From an optimization exercise on the open Yosys and OpenROAD flow, aimed at small area, a short achievable clock period and few clock cycles; shortcuts taken in it are not production practice. Function was checked by simulation only, so behaviour that the tests miss may differ from the original. No activity file was given, so power comes from the tool's default toggle rates.

--- config.mk ---
export PLATFORM = sky130hd
export DESIGN_NAME = mbcodec
export DESIGN_NICKNAME = mbcodec
export VERILOG_FILES = /design/flow/design.v
export SDC_FILE = /design/flow/constraint.sdc
export NUM_CORES = 4
export LEC_CHECK = 0
export CAP_MARGIN = 20
export CORE_MARGIN = 2
export CORE_UTILIZATION = 40
export SLEW_MARGIN = 20
--- constraint.sdc ---
create_clock -name core_clock -period 8.0 [get_ports {clk}]
set_input_delay 1.6000 -clock core_clock [delete_from_list [all_inputs] [get_ports {clk}]]
set_output_delay 1.6000 -clock core_clock [all_outputs]
set_load 0.01 [all_outputs]
--- design.v ---
module mbcodec (
    input  wire        clk,
    input  wire        rst,           
    input  wire        cmd_valid,
    output wire        cmd_ready,
    input  wire [31:0] cmd,
    output reg         rsp_valid,
    output wire [3:0]  rsp_status,
    output wire [31:0] rsp_value,
    output reg         tx_valid,
    output reg  [7:0]  tx_data
);
    localparam [7:0] OPC_CRC_INIT    = 8'h01,
                     OPC_CRC_BYTE    = 8'h02,
                     OPC_CRC_READ    = 8'h03,
                     OPC_CRC_CHECK   = 8'h04,
                     OPC_ENC_RD      = 8'h10,
                     OPC_XCH_RD      = 8'h11,
                     OPC_DEC_BYTE    = 8'h20,
                     OPC_DEC_ABORT   = 8'h21,
                     OPC_DEC_RDBUF   = 8'h22,
                     OPC_DEC_STATUS  = 8'h23,
                     OPC_CFG_SETADDR = 8'h30,
                     OPC_CFG_GETADDR = 8'h31;
    localparam [2:0] RS_OK = 3'd0, RS_ILLEGAL = 3'd1, RS_ARG = 3'd2,
                     RS_BUSY = 3'd3, RS_NOT_READY = 3'd4;
    localparam [3:0] D_IDLE = 4'd0, D_AW_ADDR = 4'd1, D_AW_FUNC = 4'd2,
                     D_AW_B2 = 4'd3, D_AW_PAY = 4'd4, D_AW_CRCLO = 4'd5,
                     D_AW_CRCHI = 4'd6, D_AW_XCRCLO = 4'd7,
                     D_AW_XCRCHI = 4'd8, D_DONE = 4'd9, D_ERR = 4'd10;
    localparam [3:0] E_NONE = 4'd0, E_CRC = 4'd1, E_SIZE = 4'd2,
                     E_ADDR = 4'd3, E_FUNC = 4'd4, E_LEN = 4'd5,
                     E_DEVICE = 4'd6;
    function [15:0] crc_update;
        input [15:0] c;
        input [7:0]  b;
        integer k;
        reg [15:0] r;
        begin
            r = c ^ {8'h00, b};
            for (k = 0; k < 8; k = k + 1)
                r = r[0] ? ((r >> 1) ^ 16'hA001) : (r >> 1);
            crc_update = r;
        end
    endfunction
    reg [15:0] crc_acc;
    reg [7:0]  devaddr;
    reg [3:0]  dstate;
    reg [7:0]  expcnt;
    reg [7:0]  hdr0, hdr1, hdr2;
    reg [15:0] dcrc;
    reg [7:0]  pcnt;
    reg [7:0]  rclo;
    reg [3:0]  errcls;
    reg [7:0]  excode;
    reg        stray;
    reg        rdy;           
    reg [2:0]  sc;            
    reg        ev;            
    reg [31:0] q;
    reg [1:0]  ph;            
    wire acc = cmd_valid & rdy;
    assign cmd_ready = rdy;
    wire [7:0] in_opc   = cmd[31:24];
    wire       in_tx    = (in_opc == OPC_ENC_RD) || (in_opc == OPC_XCH_RD);
    wire       in_rd    = (in_opc == OPC_DEC_RDBUF);
    wire [1:0] in_wait  = cmd[1:0] - ph;
    always @(posedge clk)
        if (rdy) q <= cmd;
    wire [7:0]  opc    = q[31:24];
    wire [7:0]  arg_b  = q[7:0];
    wire [15:0] arg_h  = q[15:0];
    wire [15:0] arg_s  = q[23:8];
    wire        rsv_n  = (q[23:0]  == 24'd0);
    wire        rsv_b  = (q[23:8]  == 16'd0);
    wire        rsv_h  = (q[23:16] == 8'd0);
    wire busy    = (dstate >= D_AW_ADDR) && (dstate <= D_AW_XCRCHI);
    wire req_ok  = (arg_s <= 16'h1000) && (arg_b >= 8'd1) && (arg_b <= 8'h7D);
    wire is_rd    = (opc == OPC_DEC_RDBUF);
    wire is_tx    = (opc == OPC_ENC_RD) || (opc == OPC_XCH_RD);
    wire rd_fault = !rsv_b || (dstate != D_DONE) || (arg_b >= pcnt);
    wire go       = ev && (!is_rd || sc == 3'd0 || rd_fault);
    wire [8*63-1:0] taps;
    wire [7:0] rd_byte = taps[arg_b[7:2]*8 +: 8];
    reg [15:0] n_crc_acc;
    reg [7:0]  n_devaddr;
    reg [3:0]  n_dstate;
    reg [7:0]  n_expcnt, n_hdr0, n_hdr1, n_hdr2, n_pcnt, n_rclo, n_excode;
    reg [15:0] n_dcrc;
    reg [3:0]  n_errcls;
    reg        n_stray;
    reg        pay_we;
    reg        start_tx;
    reg [2:0]  x_status;
    reg [25:0] x_value;
    wire [15:0] dcrc_upd = crc_update(dcrc, arg_b);
    wire [15:0] acc_upd  = crc_update(crc_acc, arg_b);
    wire [25:0] n_status_word = {(n_dstate >= D_AW_ADDR) && (n_dstate <= D_AW_XCRCHI),
                                 n_stray, n_pcnt, n_excode, n_errcls, n_dstate};
    always @* begin
        n_crc_acc = crc_acc;
        n_devaddr = devaddr;
        n_dstate  = dstate;
        n_expcnt  = expcnt;
        n_hdr0    = hdr0;
        n_hdr1    = hdr1;
        n_hdr2    = hdr2;
        n_dcrc    = dcrc;
        n_pcnt    = pcnt;
        n_rclo    = rclo;
        n_errcls  = errcls;
        n_excode  = excode;
        n_stray   = stray;
        pay_we    = 1'b0;
        start_tx  = 1'b0;
        x_status  = RS_OK;
        x_value   = 26'd0;
        case (opc)
            OPC_CRC_INIT: begin
                if (!rsv_n) x_status = RS_ILLEGAL;
                else begin
                    n_crc_acc = 16'hFFFF;
                    x_value   = 26'h000FFFF;
                end
            end
            OPC_CRC_BYTE: begin
                if (!rsv_b) x_status = RS_ILLEGAL;
                else begin
                    n_crc_acc = acc_upd;
                    x_value   = {10'd0, acc_upd};
                end
            end
            OPC_CRC_READ: begin
                if (!rsv_n) x_status = RS_ILLEGAL;
                else        x_value  = {10'd0, crc_acc};
            end
            OPC_CRC_CHECK: begin
                if (!rsv_h) x_status = RS_ILLEGAL;
                else        x_value  = {25'd0, crc_acc == arg_h};
            end
            OPC_ENC_RD: begin
                if (!req_ok) x_status = RS_ARG;
                else         start_tx = 1'b1;
            end
            OPC_XCH_RD: begin
                if (busy)         x_status = RS_BUSY;
                else if (!req_ok) x_status = RS_ARG;
                else begin
                    start_tx = 1'b1;
                    n_expcnt = {arg_b[6:0], 1'b0};
                    n_hdr0   = 8'd0;
                    n_hdr1   = 8'd0;
                    n_hdr2   = 8'd0;
                    n_dcrc   = 16'hFFFF;
                    n_pcnt   = 8'd0;
                    n_rclo   = 8'd0;
                    n_errcls = E_NONE;
                    n_excode = 8'd0;
                    n_stray  = 1'b0;
                    n_dstate = D_AW_ADDR;
                end
            end
            OPC_DEC_BYTE: begin
                if (!rsv_b) x_status = RS_ILLEGAL;
                else begin
                    case (dstate)
                        D_AW_ADDR: begin
                            n_hdr0   = arg_b;
                            n_dcrc   = dcrc_upd;
                            n_dstate = D_AW_FUNC;
                        end
                        D_AW_FUNC: begin
                            n_hdr1   = arg_b;
                            n_dcrc   = dcrc_upd;
                            n_dstate = D_AW_B2;
                        end
                        D_AW_B2: begin
                            n_hdr2 = arg_b;
                            n_dcrc = dcrc_upd;
                            if (hdr0 != devaddr) begin
                                n_errcls = E_ADDR;
                                n_dstate = D_ERR;
                            end else if (hdr1 == 8'h83) begin
                                n_dstate = D_AW_XCRCLO;
                            end else if (hdr1 != 8'h03) begin
                                n_errcls = E_FUNC;
                                n_dstate = D_ERR;
                            end else if (arg_b == 8'd0 || arg_b > 8'hFA) begin
                                n_errcls = E_SIZE;
                                n_dstate = D_ERR;
                            end else begin
                                n_pcnt   = 8'd0;
                                n_dstate = D_AW_PAY;
                            end
                        end
                        D_AW_PAY: begin
                            pay_we  = 1'b1;
                            n_dcrc  = dcrc_upd;
                            n_pcnt  = pcnt + 8'd1;
                            if (pcnt + 8'd1 == hdr2)
                                n_dstate = D_AW_CRCLO;
                        end
                        D_AW_CRCLO: begin
                            n_rclo   = arg_b;
                            n_dstate = D_AW_CRCHI;
                        end
                        D_AW_CRCHI: begin
                            if ({arg_b, rclo} != dcrc) begin
                                n_errcls = E_CRC;
                                n_dstate = D_ERR;
                            end else if (hdr2 != expcnt) begin
                                n_errcls = E_LEN;
                                n_dstate = D_ERR;
                            end else begin
                                n_dstate = D_DONE;
                            end
                        end
                        D_AW_XCRCLO: begin
                            n_rclo   = arg_b;
                            n_dstate = D_AW_XCRCHI;
                        end
                        D_AW_XCRCHI: begin
                            if ({arg_b, rclo} != dcrc) begin
                                n_errcls = E_CRC;
                            end else begin
                                n_excode = hdr2;
                                n_errcls = E_DEVICE;
                            end
                            n_dstate = D_ERR;
                        end
                        default: begin       
                            n_stray = 1'b1;
                        end
                    endcase
                    x_value = n_status_word;
                end
            end
            OPC_DEC_ABORT: begin
                if (!rsv_n) x_status = RS_ILLEGAL;
                else begin
                    n_dstate = D_IDLE;
                    n_expcnt = 8'd0;
                    n_hdr0   = 8'd0;
                    n_hdr1   = 8'd0;
                    n_hdr2   = 8'd0;
                    n_dcrc   = 16'hFFFF;
                    n_pcnt   = 8'd0;
                    n_rclo   = 8'd0;
                    n_errcls = E_NONE;
                    n_excode = 8'd0;
                    n_stray  = 1'b0;
                end
            end
            OPC_DEC_RDBUF: begin
                if (!rsv_b)                x_status = RS_ILLEGAL;
                else if (dstate != D_DONE) x_status = RS_NOT_READY;
                else if (arg_b >= pcnt)    x_status = RS_ARG;
                else                       x_value  = {18'd0, rd_byte};
            end
            OPC_DEC_STATUS: begin
                if (!rsv_n) x_status = RS_ILLEGAL;
                else        x_value  = n_status_word;
            end
            OPC_CFG_SETADDR: begin
                if (!rsv_b)                              x_status = RS_ILLEGAL;
                else if (busy)                           x_status = RS_BUSY;
                else if (arg_b == 8'd0 || arg_b > 8'hF7) x_status = RS_ARG;
                else begin
                    n_devaddr = arg_b;
                    x_value   = {18'd0, arg_b};
                end
            end
            OPC_CFG_GETADDR: begin
                if (!rsv_n) x_status = RS_ILLEGAL;
                else        x_value  = {18'd0, devaddr};
            end
            default: x_status = RS_ILLEGAL;
        endcase
    end
    reg [2:0]  tx_i;          
    reg [7:0]  f_shi, f_slo, f_words;
    reg [15:0] tcrc;          
    wire [15:0] tcrc_upd = crc_update(tcrc, tx_data);
    wire        tx_last_rsp = tx_valid && (tx_i == 3'd6);
    reg [7:0] tx_next;
    always @* begin
        case (tx_i)
            3'd0:    tx_next = 8'h03;
            3'd1:    tx_next = f_shi;
            3'd2:    tx_next = f_slo;
            3'd3:    tx_next = 8'h00;
            3'd4:    tx_next = f_words;
            3'd5:    tx_next = tcrc_upd[7:0];
            default: tx_next = tcrc[15:8];
        endcase
    end
    always @(posedge clk) begin
        if (rst) begin
            tx_valid <= 1'b0;
            tx_i     <= 3'd0;
        end else if (ev && start_tx) begin
            tx_valid <= 1'b1;
            tx_i     <= 3'd0;
        end else if (tx_valid) begin
            tx_i <= tx_i + 3'd1;
            if (tx_i == 3'd7) tx_valid <= 1'b0;
        end
    end
    always @(posedge clk) begin
        if (ev && start_tx) begin
            tx_data <= devaddr;
            f_shi   <= arg_s[15:8];
            f_slo   <= arg_s[7:0];
            f_words <= arg_b;
            tcrc    <= 16'hFFFF;
        end else if (tx_valid) begin
            tx_data <= tx_next;
            if (tx_i < 3'd6) tcrc <= tcrc_upd;
        end
    end
    reg [2:0]  rsp_st;
    reg [25:0] rsp_val;
    assign rsp_status = {1'b0, rsp_st};
    assign rsp_value  = {6'd0, rsp_val};
    wire tx_fault = is_tx && !start_tx;
    reg [2:0] sc_next;
    always @* begin
        if (acc)
            sc_next = in_tx ? 3'd7 : (in_rd ? {1'b0, in_wait} : 3'd0);
        else if (ev && ((is_tx && tx_fault) || (is_rd && rd_fault)))
            sc_next = 3'd0;
        else if (sc != 3'd0)
            sc_next = sc - 3'd1;
        else
            sc_next = 3'd0;
    end
    always @(posedge clk) begin
        rsp_st  <= tx_last_rsp ? RS_OK : x_status;
        rsp_val <= tx_last_rsp ? {10'd0, tcrc} : x_value;
        if (rst) begin
            rdy       <= 1'b1;
            sc        <= 3'd0;
            ev        <= 1'b0;
            rsp_valid <= 1'b0;
        end else begin
            rdy       <= (sc_next == 3'd0);
            sc        <= sc_next;
            ev        <= acc || (ev && !go);
            rsp_valid <= (go && !start_tx) || tx_last_rsp;
        end
    end
    always @(posedge clk) begin
        if (rst) begin
            crc_acc <= 16'hFFFF;
            devaddr <= 8'h01;
            dstate  <= D_IDLE;
            expcnt  <= 8'd0;
            hdr0    <= 8'd0;
            hdr1    <= 8'd0;
            hdr2    <= 8'd0;
            dcrc    <= 16'hFFFF;
            pcnt    <= 8'd0;
            rclo    <= 8'd0;
            errcls  <= E_NONE;
            excode  <= 8'd0;
            stray   <= 1'b0;
        end else if (ev) begin
            crc_acc <= n_crc_acc;
            devaddr <= n_devaddr;
            dstate  <= n_dstate;
            expcnt  <= n_expcnt;
            hdr0    <= n_hdr0;
            hdr1    <= n_hdr1;
            hdr2    <= n_hdr2;
            dcrc    <= n_dcrc;
            pcnt    <= n_pcnt;
            rclo    <= n_rclo;
            errcls  <= n_errcls;
            excode  <= n_excode;
            stray   <= n_stray;
        end
    end
    wire first_pay = ev && pay_we && (pcnt == 8'd0);
    always @(posedge clk) begin
        if (rst)            ph <= 2'd0;
        else if (first_pay) ph <= 2'd0;
        else                ph <= ph + 2'd1;
    end
    reg [3:0] pv;
    reg [7:0] pd [0:3];
    reg [5:0] pr [0:3];
    wire       wr_en   = pv[ph];
    wire [7:0] wr_data = pd[ph];
    wire [5:0] wr_ring = pr[ph];
    integer j;
    always @(posedge clk) begin
        for (j = 0; j < 4; j = j + 1) begin
            if (rst)
                pv[j] <= 1'b0;
            else if (ev && pay_we && pcnt[1:0] == j)
                pv[j] <= 1'b1;
            else if (ph == j)
                pv[j] <= 1'b0;
        end
        if (ev && pay_we) begin
            pd[pcnt[1:0]] <= arg_b;
            pr[pcnt[1:0]] <= pcnt[7:2];
        end
    end
    genvar g;
    generate
        for (g = 0; g < 62; g = g + 1) begin : ring4
            reg [7:0] s0, s1, s2, s3;
            always @(posedge clk) begin
                s0 <= (wr_en && wr_ring == g) ? wr_data : s3;
                s1 <= s0;
                s2 <= s1;
                s3 <= s2;
            end
            assign taps[g*8 +: 8] = s0;
        end
        begin : ring2
            reg [7:0] s0, s1;
            always @(posedge clk) begin
                s0 <= (wr_en && wr_ring == 6'd62) ? wr_data : s1;
                s1 <= s0;
            end
            assign taps[62*8 +: 8] = s0;
        end
    endgenerate
endmodule
--- run.sh ---
#!/bin/bash
# synth_recipe.tcl (not shown) runs the flow's synth.tcl, then flattens the netlist and writes it again
# the make line also repeats each setting of config.mk as NAME=value (left out here)
make -C /OpenROAD-flow-scripts/flow DESIGN_CONFIG=/design/flow/config.mk WORK_HOME=/design/flow/orfs CLKGATE_MAP_FILE= SYNTH_SCRIPT=/design/flow/synth_recipe.tcl finish
==> results of run 1 <==
## synth_stat cells, drive strengths merged, types with 14 or more instances
cell / n / area share [%]
o211ai: 15 / 0.18
nor4: 20 / 0.23
nand2b: 28 / 0.28
mux4: 167 / 5.9
a21oi: 86 / 0.69
o21a: 14 / 0.17
and3: 15 / 0.15
nor3: 43 / 0.36
ha: 26 / 0.51
o21bai: 19 / 0.22
o21ai: 421 / 3.3
mux2i: 56 / 0.88
xnor2: 64 / 0.88
buf: 51 / 0.44
mux2: 161 / 2.9
dfxtp: 2165 / 68
nand3: 54 / 0.43
nor2: 183 / 1.2
clkbuf: 167 / 0.99
a22oi: 23 / 0.27
edfxtp: 120 / 5.7
and2: 16 / 0.16
xor2: 54 / 0.75
nand2: 522 / 3.1
inv: 28 / 0.17
## state kept, by name, indices dropped and copies added (netlist names), 16 cells and up
signal / cells
tcrc: 16
pd: 32
ring4.s0: 496
q: 32
dcrc: 16
rsp_val: 26
ring4.s3: 496
ring4.s2: 496
crc_acc: 16
pr: 24
ring4.s1: 496
## report_power, final
part / switching, mW / internal, mW / leakage, nW
Clock: 4.21 / 5.76 / 3.45
Combinational: 0.350 / 0.159 / 5.84
Sequential: 0.0521 / 11.5 / 18.6
Total: 4.61 / 17.4 / 27.9
## stage by stage
stage	power [mW]	utilization (%)	std cells	setup slack, ns	hold WS, ns
finish	22.0	46.4	7020	3.93	0.308
global route	22.7	46.4	7016	3.45	0.318
CTS	22.2	46.4	7015	3.86	0.313
detailed placement	12.3	41.9	6637	3.88	0.312
global placement	12.3	41.9	6637	3.90	0.309
floorplan	12.1	-	4671	5.01	0.310
## routing by layer
layer | vias up | GRT usage [%]
met5 | - | 0
met4 | 0 | 5.82
met3 | 262 | 3.27
met2 | 940 | 28.2
met1 | 16800 | 25.8
li1 | 16200 | -
## cell type report
| cell class | count | area (um2) |
|---|---|---|
| antenna | 4 | 10.0 |
| clock buffer | 305 | 6160 |
| clock inverter | 73 | 850 |
| fill | 13700 | 84700 |
| inverter | 28 | 105 |
| multi-input combinational | 2140 | 15600 |
| sequential | 2285 | 46900 |
| tap | 2072 | 2590 |
| timing repair buffer | 113 | 1080 |
## critical path, delay by kind of cell, from the launching register on
kind,cells,cell delay (ns)
and+or+nand+nor,4,1.27
buffers and inverters,2,1.20
AOI/OAI and AO/OA,4,0.95
DFF,1,0.33
xor gates and xnor gates,1,0.16
## path summary, 6_finish.rpt
| check | startpoint | to | slack [ns] |
|---|---|---|---|
| worst min register to register | ring4[0].s1[0]$_DFF_P_ | ring4[0].s2[0]$_DFF_P_ | 0.31 |
| worst min-delay path | ring4[0].s1[0]$_DFF_P_ | ring4[0].s2[0]$_DFF_P_ | 0.31 |
| worst max-delay path | q[2]$_DFFE_PP_ | rsp_val[10]$_DFF_P_ | 3.93 |
| worst max register to register | q[2]$_DFFE_PP_ | rsp_val[10]$_DFF_P_ | 3.93 |
## cell families (layout without fill, tap and decap cells)
family	Yosys count	count (layout)	synth area share, %
xor+xnor	118	118	1.63
fa+ha+maj	26	26	0.513
simple gates	939	939	6.55
mux	384	384	9.67
compound gates	666	666	6.02
flops	2285	2285	74.0
buf+inv	246	519	1.60
other cells	1	11	0.00591
==> qor.yml, run 1 <==
post-route-min-period_ns: 4.07
clk_pin_slew_ns: 0.06
port_buffers: 74
period_share_pct: 50.9
cts_tree: "done"
setup_violations: 0
seq_area_frac_synth_pct: 74.0
clockRootBuffer: "clkbuf_16"
htreeDepth: 4
skew_ns: 0.0230
mostFrequentLayoutCell: "dfxtp_1"
slowest_stage: "buf_4"
grt_max_degree: 119
route.met3.wl_mm: 7.08
synth-edff-count: 120
drive_gt1_share_pct: 15.3
m1WireLength_mm: 69.8
worst_pin_slew_ns: 1.04
drt_iter0_markers: 2790
async_reset_ff_share_pct: 0
rows: 146
crit_path_max_incr_delay_ns: 0.62
ys_warn_count: 1
crit_path_end_kind: "flip-flop"
wl_mm: 147
clock_path_buffers: 3
critical_path.cell_chain: "buf_4 > buf_12 > xor2_1 > nor4_1 > nand4_1 > or2_1 > o21ai_0 > nand2_1 > a22oi_1 > o221ai_1 > a22o_1"
drv_slew: 0
clk_latency_ns: 0.82
num_vias: 34200
cts_sinks: 2285
route.met2.wl_mm: 65.9
die_w_um: 402
placed_area_mm2: 0.0663
cp_max_fo: 83
ys.flop_type: "dfxtp_1"
top_layer: "met4"
finalHoldViolCount: 0
syn_area_per_cell_um2: 13.6
reg2reg_depth: 11
cts_buffers: 207
fmax_mhz: 245
status: "complete, no violations"
cp_data_required_time_ns: 8.70
io_pins: 82
core_mm2: 0.158
antenna_found_initial: 3
stdcell_area_mm2: 0.0733
finalNetCount: 4836
path_class: "reg -> reg"
ys_ff_latch: 2285
pwr_density_cell_mw_per_mm2: 300
cts_setup_buffers: 0
gp_routability_congestion: 0.912
syn_to_final_growth_pct: 15.6
dp_hpwl_mm: 90.3
grt_use_total_pct: 18.2
p_leak_nw: 27.9
die_area_mm2: 0.162
finalSetupTns_ns: 0
die_h_um: 402
final_cell_mix: "2164 x dfxtp_1, 522 x nand2_1, 409 x o21ai_0, 214 x clkbuf_16, 167 x mux4_2"
synth.distinct_cells: 85
ctsHoldBuffers: 0
worst_setup_path_start_kind: "flip-flop"
grt_remaining_overflow: 0
drtPass1Iterations: 6
drc_errors: 0
post_cts_resized: 0
rsz0062_at_grt: "false"
vias_per_cell: 4.87
hold_path_class: "reg -> reg"
wl_per_cell_um: 20.9
ir_drop_mv: 0.244
first_global_vias: 34100
slew_headroom_pct: 29.8
grt_pass1_wl_mm: 222
arrival_ns: 4.78
ant_nets: 0
hold_depth: 0
initial_core_util_pct: 40.1
synth_cells: 4665
maxCapViolCount: 0
synth_area_mm2: 0.0634
Testbench counts, summed over its fixed seeds: cycles 165,152.
==> run 2: changes to the inputs <==
--- a/config.mk
+++ b/config.mk
@@ -9,3 +9,4 @@
 export CORE_MARGIN = 2
 export CORE_UTILIZATION = 40
+export SETUP_SLACK_MARGIN = 4
 export SLEW_MARGIN = 20
==> run 2 against run 1 <==
  * First-iteration DRC count increased by 1.6%
  * Critical path type unchanged
  * Sequential power hardly changed
  * Die area did not move
  * Sequential share of layout area shrank 0.064 points
  * Combinational power is 2% higher
  * Critical path depth down 1
  * Clock-buffer cell count is the same
  * Cell count about the same
  * Setup slack better by 0.19 ns
==> qor.yml, run 2 <==
grt_use_total_pct: 18.2
reg2reg_depth: 10
ys_warn_count: 1
clk_pin_slew_ns: 0.07
die_h_um: 402
crit_path_max_incr_delay_ns: 0.99
stdcell_area_mm2: 0.0734
cts_sinks: 2285
gp_routability_congestion: 0.912
hold_depth: 0
pwr_density_cell_mw_per_mm2: 300
rows: 146
finalNetCount: 4840
cp_max_fo: 13
worst_pin_slew_ns: 1.05
path_class: "reg -> reg"
async_reset_ff_share_pct: 0
seq_area_frac_synth_pct: 74.0
critical_path.cell_chain: "inv_1 > ha_1 > nand2b_1 > a21o_1 > a21oi_1 > o21ai_0 > a41oi_1 > a31o_2 > o311ai_0 > o32ai_1"
dp_hpwl_mm: 90.3
clock_path_buffers: 3
skew_ns: 0.0251
yosysMostFrequentCell: "dfxtp_1"
clk_latency_ns: 0.82
synth_area_leader_cell: "dfxtp_1"
drtPass1Iterations: 5
synthTopCellsByArea: "dfxtp_1 68%, mux4_2 5.9%, edfxtp_1 5.7%"
syn_to_final_growth_pct: 15.7
port_buffers: 74
cts_tree: "done"
p_leak_nw: 27.9
vias_per_cell: 4.87
synth_commonest_cells: "2165 x dfxtp_1, 522 x nand2_1, 409 x o21ai_0"
synth_top_area_share_pct: 68.3
grt_remaining_overflow: 0
initial_core_util_pct: 40.1
synth_area_mm2: 0.0634
die_w_um: 402
fin_util_pct: 46.5
io_pins: 82
finalSetupTns_ns: 0
status: "complete, no violations"
maxCapViolCount: 0
arrival_ns: 4.60
drv_slew: 0
crit_path_end_kind: "flip-flop"
drt_iter0_markers: 2835
clockRootBuffer: "clkbuf_16"
final_cell_mix: "2164 x dfxtp_1, 522 x nand2_1, 409 x o21ai_0, 216 x clkbuf_16, 167 x mux4_2"
wl_per_cell_um: 21.2
mostFrequentLayoutCell: "dfxtp_1"
post-route-min-period_ns: 3.89
core_mm2: 0.158
holdWs_ns: 0.311
slew_headroom_pct: 29.2
cp_data_required_time_ns: 8.71
rsz0062_at_grt: "true"
holdCritStartpoint: "ring4[0].s1[0]$_DFF_P_"
drive_gt1_share_pct: 15.3
cts_buffers: 207
drc_errors: 0
num_vias: 34200
ys_ff_latch: 2285
grt_max_degree: 119
first_global_vias: 34100
htreeDepth: 4
synth.distinct_cells: 85
wl_mm: 149
ctsHoldBuffers: 0
ys.flop_type: "dfxtp_1"
ant_nets: 0
synth-edff-count: 120
period_share_pct: 48.6
reg2reg_from: "q[0]$_DFFE_PP_"
fmax_mhz: 257
syn_area_per_cell_um2: 13.6
slowest_stage: "edfxtp_1"
p_total_mw: 22.0
antenna_found_initial: 3
placed_area_mm2: 0.0663
r2r-end: "sc[0]$_SDFF_PP0_"
die_area_mm2: 0.162
synth_cells: 4665
finalHoldViolCount: 0
ir_drop_mv: 0.244
whs_endpoint: "ring4[0].s2[0]$_DFF_P_"
grt_pass1_wl_mm: 222
reg2reg_slack_ns: 4.11
hold_path_class: "reg -> reg"
worst_setup_path_start_kind: "flip-flop"
setup_violations: 0
run 2: cell counts after synthesis:
Identical to the previous run, type by type.
run 2: worst max path at each step:
| stage | startpoint | to |
|---|---|---|
| after floorplan | q[3]$_DFFE_PP_ | rsp_val[5]$_DFF_P_ |
| after global placement | q[2]$_DFFE_PP_ | tx_data[4]$_DFFE_PP_ |
| after detailed placement | q[2]$_DFFE_PP_ | rsp_val[10]$_DFF_P_ |
| after CTS | q[2]$_DFFE_PP_ | rsp_val[10]$_DFF_P_ |
| after global routing | q[2]$_DFFE_PP_ | rsp_val[10]$_DFF_P_ |
| final | q[0]$_DFFE_PP_ | sc[0]$_SDFF_PP0_ |
run 2: cells by family after synthesis:
logic type	after synthesis	share of synthesized area, %
mux	384	9.67
flops	2285	74.0
buf+inv	246	1.60
simple gates	939	6.55
xor+xnor	118	1.63
other cells	1	0.00591
fa+ha+maj	26	0.513
compound gates	666	6.02
run 2: per-layer routing:
metal,vias up,part of all wire [%],wire (um),global-route usage (%)
met5,-,0,0,0
met3,271,4.9,7250,3.27
li1,16200,-,-,-
met4,0,2.9,4280,5.82
met1,16800,47,70500,25.8
met2,954,45,66500,28.2
run 2: where the power goes:
group	total (mW)	switching (mW)	internal, mW
Sequential	11.6	0.0516	11.5
Combinational	0.518	0.357	0.161
Clock	9.98	4.21	5.76
run 2: cell type report:
| class | count | area (um2) |
|---|---|---|
| multi-input cells | 2140 | 15600 |
| fillers | 13700 | 84600 |
| repair buffers | 117 | 1150 |
| flip-flops and latches | 2285 | 46900 |
| well taps | 2072 | 2590 |
| clock inverters | 73 | 850 |
| clock buffers | 305 | 6160 |
| inverters | 28 | 105 |
| diodes | 3 | 7.51 |
run 2: through the flow:
stage	std cells	setup WS [ns]
2_1_floorplan	4671	5.01
3_3_place_gp	6637	3.90
3_5_place_dp	6637	3.88
4_1_cts	7015	4.02
5_1_grt	7020	3.91
6_report	7023	4.11
run 2: what timing repair did:
action / CTS / global route
endpoints found under the setup margin: 13 / 29
buffers inserted: 0 / 2
gates resized for setup: 1 / 6
cloned: 0 / 2
run 2: worst max-delay path, delay by kind of cell, from the launching register on:
| kind | cells | cell delay [ns] |
|---|---|---|
| flip-flops | 1 | 0.99 |
| adder cells (fa/ha/maj) | 1 | 0.36 |
| AND/OR/NAND/NOR | 1 | 0.14 |
| buffers and inverters | 1 | 0.32 |
| AO/OA/AOI/OAI | 7 | 1.95 |
==> run 3: changes to the inputs <==
--- a/config.mk
+++ b/config.mk
@@ -9,4 +9,4 @@
 export CORE_MARGIN = 2
 export CORE_UTILIZATION = 40
-export SETUP_SLACK_MARGIN = 4
+export SETUP_SLACK_MARGIN = 5
 export SLEW_MARGIN = 20
==> run 3 against run 2 <==
  * Cell area grew 2.8%
  * First-iteration DRC count grew 10%
  * Register-to-register slack gained 0.81 ns
  * Highest routed layer is now met5
==> qor.yml, run 3 <==
placed_area_mm2: 0.0663
comb_power_share_pct: 2.8
arrival_ns: 3.77
drtPass1Iterations: 6
dp_hpwl_mm: 90.3
synth_cells: 4665
pwr_density_cell_mw_per_mm2: 294
holdWs_ns: 0.311
slowest_stage: "mux4_2"
ys_warn_count: 1
drc_errors: 0
worst_setup_path_start_kind: "flip-flop"
synth-edff-count: 120
ir_drop_mv: 0.245
synthTopCellsByArea: "dfxtp_1 68%, mux4_2 5.9%, edfxtp_1 5.7%"
final_cell_mix: "2147 x dfxtp_1, 468 x nand2_1, 403 x o21ai_0, 219 x clkbuf_16, 167 x mux4_2"
finalHoldViolCount: 0
maxCapViolCount: 0
die_w_um: 402
wl_mm: 157
synth_top_area_share_pct: 68.3
yosysMostFrequentCell: "dfxtp_1"
synth_area_leader_cell: "dfxtp_1"
nFillCells: 13500
crit_path_end_kind: "flip-flop"
drv_slew: 0
grt_max_degree: 72
rows: 146
grt_use_total_pct: 19.2
cp_data_required_time_ns: 8.69
grt_remaining_overflow: 0
fin_util_pct: 47.8
cts_sinks: 2285
initial_core_util_pct: 40.1
vias_per_cell: 4.93
ant_nets: 0
htreeDepth: 4
clock_path_buffers: 3
setup_ws_ns: 4.92
finalSetupTns_ns: 0
critical_path.cell_chain: "buf_6 > buf_12 > buf_12 > buf_12 > buf_12 > mux4_2 > mux4_2 > mux4_2 > nand2_2 > o211ai_1"
synth.distinct_cells: 85
p_seq_share_pct: 52.0
ys.flop_type: "dfxtp_1"
slew_headroom_pct: 38.4
stdcell_area_mm2: 0.0755
p_int_mw: 17.5
syn_area_per_cell_um2: 13.6
crit_family: "multiplexers"
antenna_found_initial: 3
drive_gt1_share_pct: 20.6
synth_commonest_cells: "2165 x dfxtp_1, 522 x nand2_1, 409 x o21ai_0"
drt_iter0_markers: 3122
die_area_mm2: 0.162
p_leak_nw: 29.1
clk_latency_ns: 0.83
async_reset_ff_share_pct: 0
post-route-min-period_ns: 3.08
cpMostUsedCell: "buf_12"
num_vias: 35100
die_h_um: 402
setup_violations: 0
path_buf_inv: 5
cp_max_fo: 6
ctsHoldBuffers: 0
reg2reg_slack_ns: 4.92
cts_buffers: 207
cts_tree: "done"
port_buffers: 74
ys_ff_latch: 2285
clk_pin_slew_ns: 0.06
path_class: "reg -> reg"
core_mm2: 0.158
rsz0062_at_grt: "true"
hold_path_class: "reg -> reg"
synth_area_mm2: 0.0634
period_share_pct: 38.5
wl_per_cell_um: 22.0
seq_area_frac_synth_pct: 74.0
io_pins: 82
syn_to_final_growth_pct: 19.0
crit_path_max_incr_delay_ns: 0.59
clockRootBuffer: "clkbuf_16"
p_sw_share_pct: 21.2
gp_routability_congestion: 0.912
worst_pin_slew_ns: 0.922
power_frac_clock_pct: 45.1
mostFrequentLayoutCell: "dfxtp_1"
first_global_vias: 34900
grt_pass1_wl_mm: 232
status: "complete, no violations"
dpl_worst_slack_ns: 3.88
p_sw_mw: 4.71
fmax_mhz: 325
skew_ns: 0.0246
finalNetCount: 4940
==> run 3: final timing paths <==
| path | from | to | cells after the start |
|---|---|---|---|
| setup reg to reg | q[2]$_DFFE_PP_ | rsp_val[0]$_DFF_P_ | 10 |
| setup / recovery | q[2]$_DFFE_PP_ | rsp_val[0]$_DFF_P_ | 10 |
| hold / removal | ring4[0].s1[0]$_DFF_P_ | ring4[0].s2[0]$_DFF_P_ | 0 |
| hold reg to reg | ring4[0].s1[0]$_DFF_P_ | ring4[0].s2[0]$_DFF_P_ | 0 |
==> run 3: kinds of logic after synthesis <==
family          after synthesis  synth area share, %
buf+inv                     246                 1.60
compound gates              666                 6.02
mux                         384                 9.67
xor+xnor                    118                 1.63
fa+ha+maj                    26                0.513
other cells                   1              0.00591
simple gates                939                 6.55
flops                      2285                 74.0
==> run 3: what timing repair did <==
| action | 4_1_cts | 5_1_grt |
|---|---|---|
| pin swaps | 19 | 19 |
| gates resized for setup | 345 | 87 |
| buffers inserted | 57 | 27 |
| endpoints found under the setup margin | 770 | 297 |
| gates cloned | 16 | 5 |
==> run 3: final cells by class <==
| class | instances | area [um2] | area share, % |
|---|---|---|---|
| well taps | 2072 | 2590 | 3.43 |
| repair buffers | 215 | 2440 | 3.23 |
| multi-input cells | 2141 | 16300 | 21.6 |
| diodes | 1 | 2.50 | 0.00332 |
| flip-flops and latches | 2285 | 47000 | 62.2 |
| clock buffers | 305 | 6160 | 8.16 |
| inverters | 28 | 109 | 0.144 |
| clock inverters | 73 | 850 | 1.13 |
| repair inverters | 1 | 7.51 | 0.00995 |
==> run 3: per-layer routing <==
metal,track usage (%),vias up,wire length [um]
met4,6.31,2,4720
met3,3.65,284,8730
li1,-,16400,-
met2,29.7,1043,70300
met5,0,-,13
met1,26.9,17400,73200
==> run 3: metrics by stage <==
step	power (mW)	cells
2_1_floorplan	12.1	4671
6_report	22.2	7121
3_3_place_gp	12.3	6637
4_1_cts	22.3	7088
3_5_place_dp	12.3	6637
5_1_grt	22.8	7120
==> run 3: power groups by stage <==
stage	Sequential [mW]	Clock (mW)	Combinational [mW]
2_1_floorplan	11.8	0	0.309
3_3_place_gp	11.8	0	0.512
3_5_place_dp	11.8	0	0.510
4_1_cts	11.5	10.2	0.600
5_1_grt	11.5	10.7	0.652
6_report	11.5	10.0	0.626

-- afterwards: timing with drivers on the ports --
How much do the figures lean on ideal ports? The routed layouts below were timed once more, with nothing changed but the port constraints. Step 1 (the two cells are an assumption about what drives the block):
set clk [get_ports {clk}]
set_driving_cell -lib_cell sky130_fd_sc_hd__clkbuf_16 $clk
set_driving_cell -lib_cell sky130_fd_sc_hd__buf_2 [delete_from_list [all_inputs] $clk]
Step 2 also shifts input and output timing later by t, the mid clock arrival at the registers, as if the neighbouring blocks saw the same clock. a / b / c = no drivers / after step 1 / after step 2; a / b = the first two.
run	shift t [ns]	setup WS [ns]	clock arrival spread, ns
run 1	0.895	3.926 / 3.926 / 3.926	0.028 / 0.028
run 2	0.896	4.113 / 4.113 / 4.113	0.027 / 0.028
run 3	0.905	4.919 / 4.896 / 4.239	0.031 / 0.031
After both steps setup and hold are still met in every run listed. For run 3, which loses most, drivers alone change the setup slack by -0.023 ns; drivers and shift together by -0.680 ns.
